This design comes from an exercise in tuning for a short achievable clock period and few clock cycles on the open sky130 flow, not from production work. The RTL was checked by simulation tests, not by an equivalence proof against the original design. Power figures rest on the tool's default switching activity, not on a simulated workload.

==> job 6622: inputs <==
==> flow/design.v <==
module fm_codec (
    input  wire        clk,
    input  wire        rst,
    input  wire        cmd_valid,
    output wire        cmd_ready,
    input  wire [15:0] cmd,
    output wire        rsp_valid,
    input  wire        rsp_ready,
    output wire [1:0]  rsp_type,
    output wire [7:0]  rsp_data
);
    localparam [1:0] RSP_BYTE  = 2'd0;
    localparam [1:0] RSP_END   = 2'd1;
    localparam [1:0] RSP_ERROR = 2'd2;
    localparam [3:0] E_ILLEGAL    = 4'd1;
    localparam [3:0] E_DEM_NOINIT = 4'd2;
    localparam [3:0] E_MOD_SEQ    = 4'd3;
    localparam [3:0] OP_DEM_RESET  = 4'h1;
    localparam [3:0] OP_DEM_FEED   = 4'h2;
    localparam [3:0] OP_DEM_FINISH = 4'h3;
    localparam [3:0] OP_MOD_BEGIN  = 4'h4;
    localparam [3:0] OP_MOD_WORD   = 4'h5;
    localparam [3:0] OP_MOD_END    = 4'h6;
    localparam [3:0] OP_REG_READ   = 4'hA;
    localparam [11:0] SIDE_LEN  = 12'd3125;
    localparam [8:0]  MIN_BLOCK = 9'd256;
    localparam [15:0] SYNC_PAT  = 16'hAAB6;
    reg        dem_init;      
    reg        dem_step2;     
    reg        dem_phase;     
    reg [15:0] dem_hist;      
    reg [2:0]  dem_bcnt;      
    reg [11:0] dem_olen;      
    reg        mod_open;      
    reg [8:0]  mod_cnt;       
    reg        err;           
    reg [3:0]  ecode;         
    wire [7:0] hist_even = {dem_hist[14], dem_hist[12], dem_hist[10], dem_hist[8],
                            dem_hist[6],  dem_hist[4],  dem_hist[2],  dem_hist[0]};
    wire [7:0] hist_odd  = {dem_hist[15], dem_hist[13], dem_hist[11], dem_hist[9],
                            dem_hist[7],  dem_hist[5],  dem_hist[3],  dem_hist[1]};
    wire [7:0] dem_dacc  = dem_phase ? hist_odd  : hist_even;
    wire [7:0] dem_sacc  = dem_phase ? hist_even : hist_odd;
    reg        cmd_rdy_q;
    reg        cq_v;
    reg [15:0] cq;
    wire [3:0] op    = cq[15:12];
    wire [2:0] rsv   = cq[11:9];
    wire       f_bit = cq[8];
    wire [7:0] d     = cq[7:0];
    reg legal;
    always @(*) begin
        case (op)
            OP_DEM_RESET:  legal = (rsv == 3'd0) && (d == 8'd0);
            OP_DEM_FEED:   legal = (rsv == 3'd0) && !f_bit;
            OP_DEM_FINISH: legal = (rsv == 3'd0) && !f_bit && (d == 8'd0);
            OP_MOD_BEGIN:  legal = (rsv == 3'd0) && !f_bit && (d == 8'd0);
            OP_MOD_WORD:   legal = (rsv == 3'd0);
            OP_MOD_END:    legal = (rsv == 3'd0) && !f_bit && (d == 8'd0);
            OP_REG_READ:   legal = (rsv == 3'd0) && !f_bit;
            default:       legal = 1'b0;
        endcase
    end
    reg [15:0] fm_word;
    integer i;
    always @(*) begin
        fm_word = 16'd0;
        for (i = 0; i < 8; i = i + 1) begin
            fm_word[15 - 2*i] = d[i];
            fm_word[14 - 2*i] = 1'b1;
        end
        if (f_bit)
            fm_word[12] = 1'b0;
    end
    reg [31:0] reg_val;
    always @(*) begin
        case (d[3:0])
            4'h0:    reg_val = {24'd0, 1'b0, dem_bcnt, 1'b0, dem_step2, dem_phase, dem_init};
            4'h1:    reg_val = {24'd0, dem_dacc};
            4'h2:    reg_val = {24'd0, dem_sacc};
            4'h3:    reg_val = {20'd0, dem_olen};
            4'h4:    reg_val = {31'd0, mod_open};
            4'h5:    reg_val = {23'd0, mod_cnt};
            4'h9:    reg_val = {24'd0, ecode, 3'd0, err};
            default: reg_val = 32'd0;    
        endcase
    end
    wire [23:0] x1 = {dem_hist, d[0], d[1], d[2], d[3], d[4], d[5], d[6], d[7]};
    wire [19:0] x2 = {dem_hist, d[1], d[3], d[5], d[7]};
    reg  [7:0] m1;
    reg  [3:0] m2;
    reg  [7:0] eb1 [0:7];    
    reg  [7:0] eb2 [0:3];
    integer k, j;
    always @(*) begin
        for (k = 0; k < 8; k = k + 1) begin
            m1[k] = (x1[7-k +: 16] == SYNC_PAT);
            for (j = 0; j < 8; j = j + 1)
                eb1[k][j] = x1[7-k + 2*j];
        end
        for (k = 0; k < 4; k = k + 1) begin
            m2[k] = (x2[3-k +: 16] == SYNC_PAT);
            for (j = 0; j < 8; j = j + 1)
                eb2[k][j] = x2[3-k + 2*j];
        end
    end
    reg        fd_phase;
    reg [2:0]  fd_bcnt;
    reg [1:0]  fd_n;        
    reg [7:0]  fd_b0, fd_b1;
    reg        any_m;
    reg [2:0]  mpos;        
    reg [3:0]  npos;        
    reg        n_ok;        
    reg [7:0]  nbyte;
    always @(*) begin
        npos = {(3'd7 - dem_bcnt), ~dem_phase};
        if (!dem_step2) begin
            any_m = |m1;
            mpos  = 3'd0;
            for (k = 0; k < 8; k = k + 1)
                if (m1[k]) mpos = k;
            nbyte = eb1[npos[2:0]];
            n_ok  = (npos < 4'd8) && (!any_m || (npos[2:0] < mpos));
        end else begin
            any_m = |m2;
            mpos  = 3'd0;
            for (k = 0; k < 4; k = k + 1)
                if (m2[k]) mpos = k;
            nbyte = eb2[npos[1:0]];
            n_ok  = (npos < 4'd4) && (!any_m || (npos[1:0] < mpos[1:0]));
        end
        if (any_m) begin
            fd_phase = ~mpos[0];
            if (!dem_step2) fd_bcnt = {1'b0, (3'd7 - mpos) >> 1};
            else            fd_bcnt = {1'b0, (3'd3 - mpos) >> 1};
        end else begin
            fd_phase = dem_phase;
            fd_bcnt  = dem_bcnt + (dem_step2 ? 3'd2 : 3'd4);
        end
        fd_n  = {1'b0, n_ok} + {1'b0, any_m};
        fd_b0 = n_ok ? nbyte : 8'h06;
        fd_b1 = 8'h06;
    end
    wire [11:0] olen_p1 = dem_olen + 12'd1;
    wire [11:0] olen_p2 = dem_olen + 12'd2;
    reg  [1:0]  fd_out;     
    reg  [11:0] fd_olen;
    always @(*) begin
        if (dem_olen == SIDE_LEN) begin
            fd_out  = 2'd0;
            fd_olen = dem_olen;
        end else if (fd_n == 2'd2 && olen_p1 != SIDE_LEN) begin
            fd_out  = 2'd2;
            fd_olen = olen_p2;
        end else if (fd_n != 2'd0) begin
            fd_out  = 2'd1;
            fd_olen = olen_p1;
        end else begin
            fd_out  = 2'd0;
            fd_olen = dem_olen;
        end
    end
    reg        x_err;
    reg [31:0] x_data;
    reg [2:0]  x_nb;
    reg [11:0] x_pad;
    reg        x_pb;
    reg [3:0]  x_code;
    always @(*) begin
        x_err  = 1'b0;
        x_code = 4'd0;
        x_data = 32'd0;
        x_nb   = 3'd0;
        x_pad  = 12'd0;
        x_pb   = 1'b0;
        if (!legal) begin
            x_err  = 1'b1;
            x_code = E_ILLEGAL;
        end else begin
            case (op)
                OP_DEM_FEED: begin
                    if (!dem_init) begin
                        x_err  = 1'b1;
                        x_code = E_DEM_NOINIT;
                    end else begin
                        x_data = {16'd0, fd_b1, fd_b0};
                        x_nb   = {1'b0, fd_out};
                    end
                end
                OP_DEM_FINISH: begin
                    if (!dem_init) begin
                        x_err  = 1'b1;
                        x_code = E_DEM_NOINIT;
                    end else begin
                        x_pad = SIDE_LEN - dem_olen;
                    end
                end
                OP_MOD_BEGIN: begin
                    if (mod_open) begin
                        x_err  = 1'b1;
                        x_code = E_MOD_SEQ;
                    end
                end
                OP_MOD_WORD: begin
                    if (!mod_open) begin
                        x_err  = 1'b1;
                        x_code = E_MOD_SEQ;
                    end else begin
                        x_data = {16'd0, fm_word};
                        x_nb   = 3'd2;
                    end
                end
                OP_MOD_END: begin
                    if (!mod_open) begin
                        x_err  = 1'b1;
                        x_code = E_MOD_SEQ;
                    end else begin
                        x_pad = {3'd0, MIN_BLOCK - mod_cnt};
                        x_pb  = 1'b1;
                    end
                end
                OP_REG_READ: begin
                    if (d > 8'h09) begin
                        x_err  = 1'b1;
                        x_code = E_ILLEGAL;
                    end else begin
                        x_data = reg_val;
                        x_nb   = 3'd4;
                    end
                end
                default: ;    
            endcase
        end
        if (x_err)
            x_data = {28'd0, x_code};
    end
    wire x_one = x_err || (x_nb == 3'd0 && x_pad == 12'd0);
    localparam DW = 1 + 1 + 32 + 3 + 12 + 1;
    reg [DW-1:0] fifo [0:3];
    reg [1:0]    wp, rp;
    reg [3:0]    fth;       
    reg [3:0]    cth;       
    wire [DW-1:0] x_desc = {x_one, x_err, x_data, x_nb, x_pad, x_pb};
    reg        a_v;
    reg        a_last;      
    reg        a_err;
    reg [31:0] a_data;
    reg [2:0]  a_nb;
    reg [11:0] a_pad;
    reg        a_pb;
    reg        r_v;         
    reg [1:0]  r_type;
    reg [7:0]  r_data;
    reg        q_v;         
    reg [1:0]  q_type;
    reg [7:0]  q_data;
    assign cmd_ready = cmd_rdy_q;
    assign rsp_valid = r_v;
    assign rsp_type  = r_type;
    assign rsp_data  = r_data;
    wire adv    = !r_v || rsp_ready;            
    wire prod   = !q_v;                         
    wire f_ne   = fth[0];
    wire a_take = !a_v || (prod && a_last);     
    wire pop    = a_take && f_ne;
    wire push   = cq_v;
    wire acc    = cmd_valid && cmd_rdy_q;
    reg [1:0] b_type;
    reg [7:0] b_data;
    always @(*) begin
        if (a_err) begin
            b_type = RSP_ERROR;
            b_data = a_data[7:0];
        end else if (a_nb != 3'd0) begin
            b_type = RSP_BYTE;
            b_data = a_data[7:0];
        end else if (a_pad != 12'd0) begin
            b_type = RSP_BYTE;
            b_data = a_pb ? 8'h55 : 8'h00;
        end else begin
            b_type = RSP_END;
            b_data = 8'h00;
        end
    end
    wire b_v = a_v && prod;
    wire [2:0]  s_nb   = (a_nb != 3'd0) ? a_nb - 3'd1 : a_nb;
    wire [11:0] s_pad  = (a_nb == 3'd0) ? a_pad - 12'd1 : a_pad;
    wire        s_last = (a_nb == 3'd0) ? (a_pad == 12'd1)
                                        : (a_nb == 3'd1 && a_pad == 12'd0);
    wire [3:0] fth_up = {fth[2:0], 1'b1};
    wire [3:0] fth_dn = {1'b0, fth[3:1]};
    wire rdy_acc   = pop ? !cth[3] : !cth[2];
    wire rdy_noacc = pop ? 1'b1    : !cth[3];
    wire [3:0] cth_acc   = pop ? cth : {cth[2:0], 1'b1};
    wire [3:0] cth_noacc = pop ? {1'b0, cth[3:1]} : cth;
    always @(posedge clk) begin
        cq <= cmd;
        if (push)
            fifo[wp] <= x_desc;
    end
    always @(posedge clk) begin
        if (rst) begin
            cmd_rdy_q <= 1'b1;
            cq_v      <= 1'b0;
            wp        <= 2'd0;
            rp        <= 2'd0;
            fth       <= 4'd0;
            cth       <= 4'd0;
            a_v       <= 1'b0;
            r_v       <= 1'b0;
            q_v       <= 1'b0;
            dem_init  <= 1'b0;
            dem_step2 <= 1'b0;
            dem_phase <= 1'b0;
            dem_hist  <= 16'd0;
            dem_bcnt  <= 3'd0;
            dem_olen  <= 12'd0;
            mod_open  <= 1'b0;
            mod_cnt   <= 9'd0;
            err       <= 1'b0;
            ecode     <= 4'd0;
        end else begin
            cq_v      <= acc;
            cth       <= acc ? cth_acc : cth_noacc;
            cmd_rdy_q <= acc ? rdy_acc : rdy_noacc;
            if (push && !pop)
                fth <= fth_up;
            else if (!push && pop)
                fth <= fth_dn;
            if (push) wp <= wp + 2'd1;
            if (pop)  rp <= rp + 2'd1;
            if (cq_v) begin
                if (x_err) begin
                    if (!err) begin
                        err   <= 1'b1;
                        ecode <= x_code;
                    end
                end else begin
                    case (op)
                        OP_DEM_RESET: begin
                            dem_init  <= 1'b1;
                            dem_step2 <= f_bit;
                            dem_phase <= 1'b0;
                            dem_hist  <= 16'd0;
                            dem_bcnt  <= 3'd0;
                            dem_olen  <= 12'd0;
                        end
                        OP_DEM_FEED: begin
                            dem_phase <= fd_phase;
                            dem_hist  <= dem_step2 ? x2[15:0] : x1[15:0];
                            dem_bcnt  <= fd_bcnt;
                            dem_olen  <= fd_olen;
                        end
                        OP_MOD_BEGIN: begin
                            mod_open <= 1'b1;
                            mod_cnt  <= 9'd0;
                        end
                        OP_MOD_WORD: begin
                            if (mod_cnt < MIN_BLOCK)
                                mod_cnt <= mod_cnt + 9'd2;
                        end
                        OP_MOD_END: begin
                            mod_open <= 1'b0;
                        end
                        default: ;
                    endcase
                end
            end
            if (a_take) begin
                a_v <= f_ne;
                {a_last, a_err, a_data, a_nb, a_pad, a_pb} <= fifo[rp];
            end else if (prod) begin
                a_last <= s_last;
                a_nb   <= s_nb;
                a_pad  <= s_pad;
                if (a_nb != 3'd0)
                    a_data <= {8'd0, a_data[31:8]};
            end
            if (adv) begin
                r_v    <= q_v ? 1'b1   : b_v;
                r_type <= q_v ? q_type : b_type;
                r_data <= q_v ? q_data : b_data;
                q_v    <= 1'b0;
            end else if (!q_v) begin
                q_v    <= b_v;
            end
            if (!q_v) begin
                q_type <= b_type;
                q_data <= b_data;
            end
        end
    end
endmodule
==> flow/flow/run.sh <==
#!/bin/bash
set -euo pipefail
bash standard.sh finish SETUP_SLACK_MARGIN=12.5 > standard.log 2>&1
==> flow/standard.sh <==
#!/bin/bash
# synth_recipe.tcl (not shown) runs the flow's synth.tcl, then flattens the netlist and writes it again
# the make line also repeats each setting of config.mk as NAME=value (left out here)
make -C /OpenROAD-flow-scripts/flow DESIGN_CONFIG=/design/flow/config.mk WORK_HOME=/design/flow/orfs CLKGATE_MAP_FILE= SYNTH_SCRIPT=/design/flow/synth_recipe.tcl "${@:-finish}"
==> flow/config.mk <==
export PLATFORM = sky130hd
export DESIGN_NAME = fm_codec
export DESIGN_NICKNAME = fm_codec
export VERILOG_FILES = /design/flow/design.v
export SDC_FILE = /design/flow/constraint.sdc
export NUM_CORES = 4
export LEC_CHECK = 0
export CAP_MARGIN = 20
export CORE_MARGIN = 2
export CORE_UTILIZATION = 65
export PLACE_DENSITY = 0.8
export SLEW_MARGIN = 20
==> flow/constraint.sdc <==
create_clock -name core_clock -period 15.0 [get_ports {clk}]
set_input_delay 3.0000 -clock core_clock [delete_from_list [all_inputs] [get_ports {clk}]]
set_output_delay 3.0000 -clock core_clock [all_outputs]
set_load 0.01 [all_outputs]
==> job 2594: changes against job 6622 <==
==> flow/flow/run.sh (replaced) <==
#!/bin/bash
set -euo pipefail
bash standard.sh finish SETUP_SLACK_MARGIN=13.5 > standard.log 2>&1
--- a/flow/config.mk
+++ b/flow/config.mk
@@ -8,5 +8,5 @@
 export CAP_MARGIN = 20
 export CORE_MARGIN = 2
-export CORE_UTILIZATION = 65
-export PLACE_DENSITY = 0.8
+export CORE_UTILIZATION = 40
+export PLACE_DENSITY = 0.6
 export SLEW_MARGIN = 20
==> summary of the runs <==
- Job 6622 ran to the end with no violations. Job 2594 completed with no timing, DRC or antenna violations.
- Against job 6622, the clock-buffer cell count of job 2594 is higher by 4.
- Of job 2594 and job 6622, job 2594 has the higher die area (gap 61%, measured against job 6622).
- Critical path depth is the same in job 6622 and job 2594.
- Of job 2594 and job 6622, job 2594 has the higher clock skew (gap 0.0025 ns).
- In job 2594 the worst setup slack is lower than in job 6622, by 0.0039 ns.
- Between job 6622 and job 2594, the lower sequential share of layout area is in job 2594 (gap 2.5 points).
- Synthesized cell count is the same in job 2594 and job 6622.
==> figures <==
|  | job 2594 | job 6622 |
|---|---|---|
| Result of the run | timing/DRC/antenna clean | timing/DRC/antenna clean |
| Via count of the first global-routing pass | 10127 | 10484 |
| # rows | 67 | 52 |
| Chip height | 188 um | 148 um |
| Layout Nets | 1391 | 1355 |
| Comb_multi_in | 829 | 824 |
| Initial standard-cell utilization of the core | 40.5% | 66.6% |
| Fillers | 2776 | 910 |
| Count of TritonRoute iterations in the first routing pass | 7 | 8 |
| Non-clock buffer share of cell area | 11.9% | 10.3% |
| Routed length on met1 | 16100 um | 14800 um |
| Number of buffers created by CTS | 29 | 28 |
| Final instance area | 18600 sq um | 17500 sq um |
| Clock group | 704 uW | 797 uW |
| Drt total wl | 39800 um | 44300 um |
Testbench counts of job 6622, summed over its fixed seeds: cycles 139,034.
Testbench counts of job 2594, summed over its fixed seeds: cycles 139,034.

==> re-timing with driven ports <==
How much do the figures lean on ideal ports? The routed layouts below were timed once more, with nothing changed but the port constraints.
Step 1 (the two cells are an assumption about what drives the block):
set clk [get_ports {clk}]
set_driving_cell -lib_cell sky130_fd_sc_hd__clkbuf_16 $clk
set_driving_cell -lib_cell sky130_fd_sc_hd__buf_2 [delete_from_list [all_inputs] $clk]
Step 2 times the ports against the registers' clock, not the clock port: input delays grow and output delays shrink by t, the midpoint of the rising clock arrivals with the driver on.
Three values: ideal, step 1, step 2; two values: the first two.
run	shift t [ns]	setup slack, ns	worst setup path at the end	slew at the worst register clock pin (ns)	worst slew at a driven data input, ns
job 6622	0.609	10.936 / 10.890 / 10.843	input to register	0.07 / 0.07	0.07
job 2594	0.613	10.933 / 10.882 / 10.820	input to register	0.07 / 0.07	0.06
After both steps setup and hold are still met in every run listed. For job 2594, which loses most, drivers alone change the setup slack by -0.051 ns; drivers and shift together by -0.113 ns.
